From an optimization exercise on the open Yosys and OpenROAD flow, aimed at small area; shortcuts taken in it are not production practice. Function was checked by simulation only, so behaviour that the tests miss may differ from the original. Power is estimated from default activity; no workload was simulated.

job 101:
Design hdu_top, start of the top module:
module hdu_top (
    input  wire        clk,
    input  wire        rst,         
    input  wire        in_valid,
    output reg         in_ready,
    input  wire [31:0] in_cmd,
    input  wire [31:0] in_opa,
    input  wire [31:0] in_opb,
    output reg         out_valid,
    output wire [31:0] out_result,
    output wire [31:0] out_status
);
For scale: about 37 flip-flops, roughly 170 I/O pins, roughly 4200 um^2 of cells after synthesis.
export LEC_CHECK = 0
export CAP_MARGIN = 20
export CORE_MARGIN = 2
export CORE_UTILIZATION = 40
export GPL_TIMING_DRIVEN = 0
export SLEW_MARGIN = 20
create_clock -name core_clock -period 44.0 [get_ports {clk}]
standard.sh (not shown) runs the stock make flow with config.mk's settings and CLKGATE_MAP_FILE= SYNTH_SCRIPT=/design/flow/synth_recipe.tcl, a recipe that flattens the netlist after the stock synthesis.
==> flow/flow/run.sh <==
#!/bin/bash
# Standard ORFS layout with smaller port buffers and a small clock tree.
set -euo pipefail
export BUFFER_PORTS_ARGS="-buffer_cell sky130_fd_sc_hd__buf_1"
export REMOVE_ABC_BUFFERS=1
export SKIP_REPAIR_TIE_FANOUT=1
export CTS_ARGS="-sink_clustering_enable -repair_clock_nets -buf_list {sky130_fd_sc_hd__clkbuf_8} -dont_use_dummy_load -sink_clustering_size 8"
bash standard.sh > make_flow.log 2>&1
Looking at the reports, job 101 completed the entire flow and the layout it produced met the timing, DRC and antenna checks.
#### Input delta (job 102 over job 101)
==> flow/flow/run.sh <==
#!/bin/bash
# Layout flow: the standard ORFS flow, with
#  - synthesis: the standard synthesis script, but with no adder cells and an
#    area-oriented abc step (flow/abc_area.tcl); registers are unchanged;
#  - buf_1 port buffers, synthesis buffers removed, a small clock tree.
set -euo pipefail
W=$PWD
export FLOW_WORK=$W
export ABC_SEEDS="1 2 3"
{ head -n 1 synth_recipe.tcl
  cat flow/abc_area.tcl
  tail -n +2 synth_recipe.tcl; } > flow_synth.tcl
export BUFFER_PORTS_ARGS="-buffer_cell sky130_fd_sc_hd__buf_1"
export REMOVE_ABC_BUFFERS=1
export SKIP_REPAIR_TIE_FANOUT=1
export CTS_ARGS="-sink_clustering_enable -repair_clock_nets -buf_list {sky130_fd_sc_hd__clkbuf_8} -dont_use_dummy_load -sink_clustering_size 8"
bash standard.sh SYNTH_SCRIPT=$W/flow_synth.tcl ADDER_MAP_FILE= > make_flow.log 2>&1
==> flow/flow/abc_area.tcl (new file) <==
# Replaces the abc step of the standard synthesis: the same cells and registers,
# but an area-oriented script (SAT-based resynthesis, area mapping) tried with a
# few seeds; the smallest result is kept.
proc abc {args} {
  set i [lsearch -exact $args -D]
  if {$i >= 0} { set args [lreplace $args $i [expr {$i + 1}]] }
  set i [lsearch -exact $args -script]
  set libs {}
  foreach {k v} $args { if {$k eq "-liberty"} { lappend libs -liberty $v } }
  yosys design -save pre_abc
  set best_area 1e18
  set best_seed -1
  foreach seed $::env(ABC_SEEDS) {
    yosys design -load pre_abc
    set script $::env(FLOW_WORK)/area_$seed.abc
    set f [open $::env(FLOW_WORK)/flow/area.abc.in r]
    set text [string map [list @SEED@ $seed] [read $f]]
    close $f
    set f [open $script w]; puts -nonewline $f $text; close $f
    yosys abc {*}[lreplace $args [expr {$i + 1}] [expr {$i + 1}] $script]
    yosys tee -q -o $::env(FLOW_WORK)/area_$seed.txt stat {*}$libs
    set f [open $::env(FLOW_WORK)/area_$seed.txt r]; set rep [read $f]; close $f
    regexp {Chip area for (?:top )?module[^:]*:\s*([0-9.]+)} $rep -> area
    puts "abc seed $seed: area $area"
    if {$area < $best_area} { set best_area $area; set best_seed $seed; yosys design -save best_abc }
  }
  puts "abc: kept seed $best_seed, area $best_area"
  yosys design -load best_abc
}
==> flow/flow/area.abc.in (new file) <==
&get -n
&st
&deepsyn -T 60 -S @SEED@
&dch -f
&nf -a
&put
Findings:
- Cell count after synthesis (lower): job 102
- Taking job 101 over job 102, the maximum resistive drop on vdd ratio works out to 0.58.
- Of the two values seen for highest-delay cell along the critical path, sky130_fd_sc_hd__or4_1 was produced by job 101 and sky130_fd_sc_hd__dfxtp_1 by job 102.
- Global-route usage for job 102: 5.4 points up relative to job 101
- From job 101 to job 102 the numbers moved as follows: insertion delay to the later sink of the worst-skew pair held steady, maximum frequency fell 3.8 MHz.
- Looking at share of total power in combinational logic across job 101 and job 102, the one that comes out higher is job 101.
- Job 102 vs job 101 — sequential power dropped slightly
- On static power due to leakage, the lower figure sits with job 102, not job 101.

[static timing again, ports no longer ideal]
The flow's constraints put no driver on any port. The routed layouts listed below were extracted and timed again, unchanged, in two steps. Step 1 sets driving cells, clkbuf_16 on the clock port and buf_2 on the other inputs (assumed; they add their load-dependent delay and slew). Step 2 adds t to the input delays and takes it off the output delays; t is the mean of the earliest and latest rising clock arrival at the registers after step 1. Input paths then give back, and output paths get back, about the clock's delay inside the block. a / b / c = ideal / step 1 / step 2; a / b = the first two.
run	shift t [ns]	slack for setup (ns)	clock arrival spread, ns	slew at the worst register clock pin (ns)	worst data-port slew with drivers (ns)
job 101	0.313	32.483 / 32.491 / 32.178	0.016 / 0.016	0.08 / 0.08	0.05
job 102	0.310	31.955 / 31.927 / 31.702	0.031 / 0.031	0.09 / 0.09	0.04
After both steps setup and hold are still met in every run listed. For job 101, which loses most, drivers alone change the setup slack by +0.008 ns; drivers and shift together by -0.305 ns.
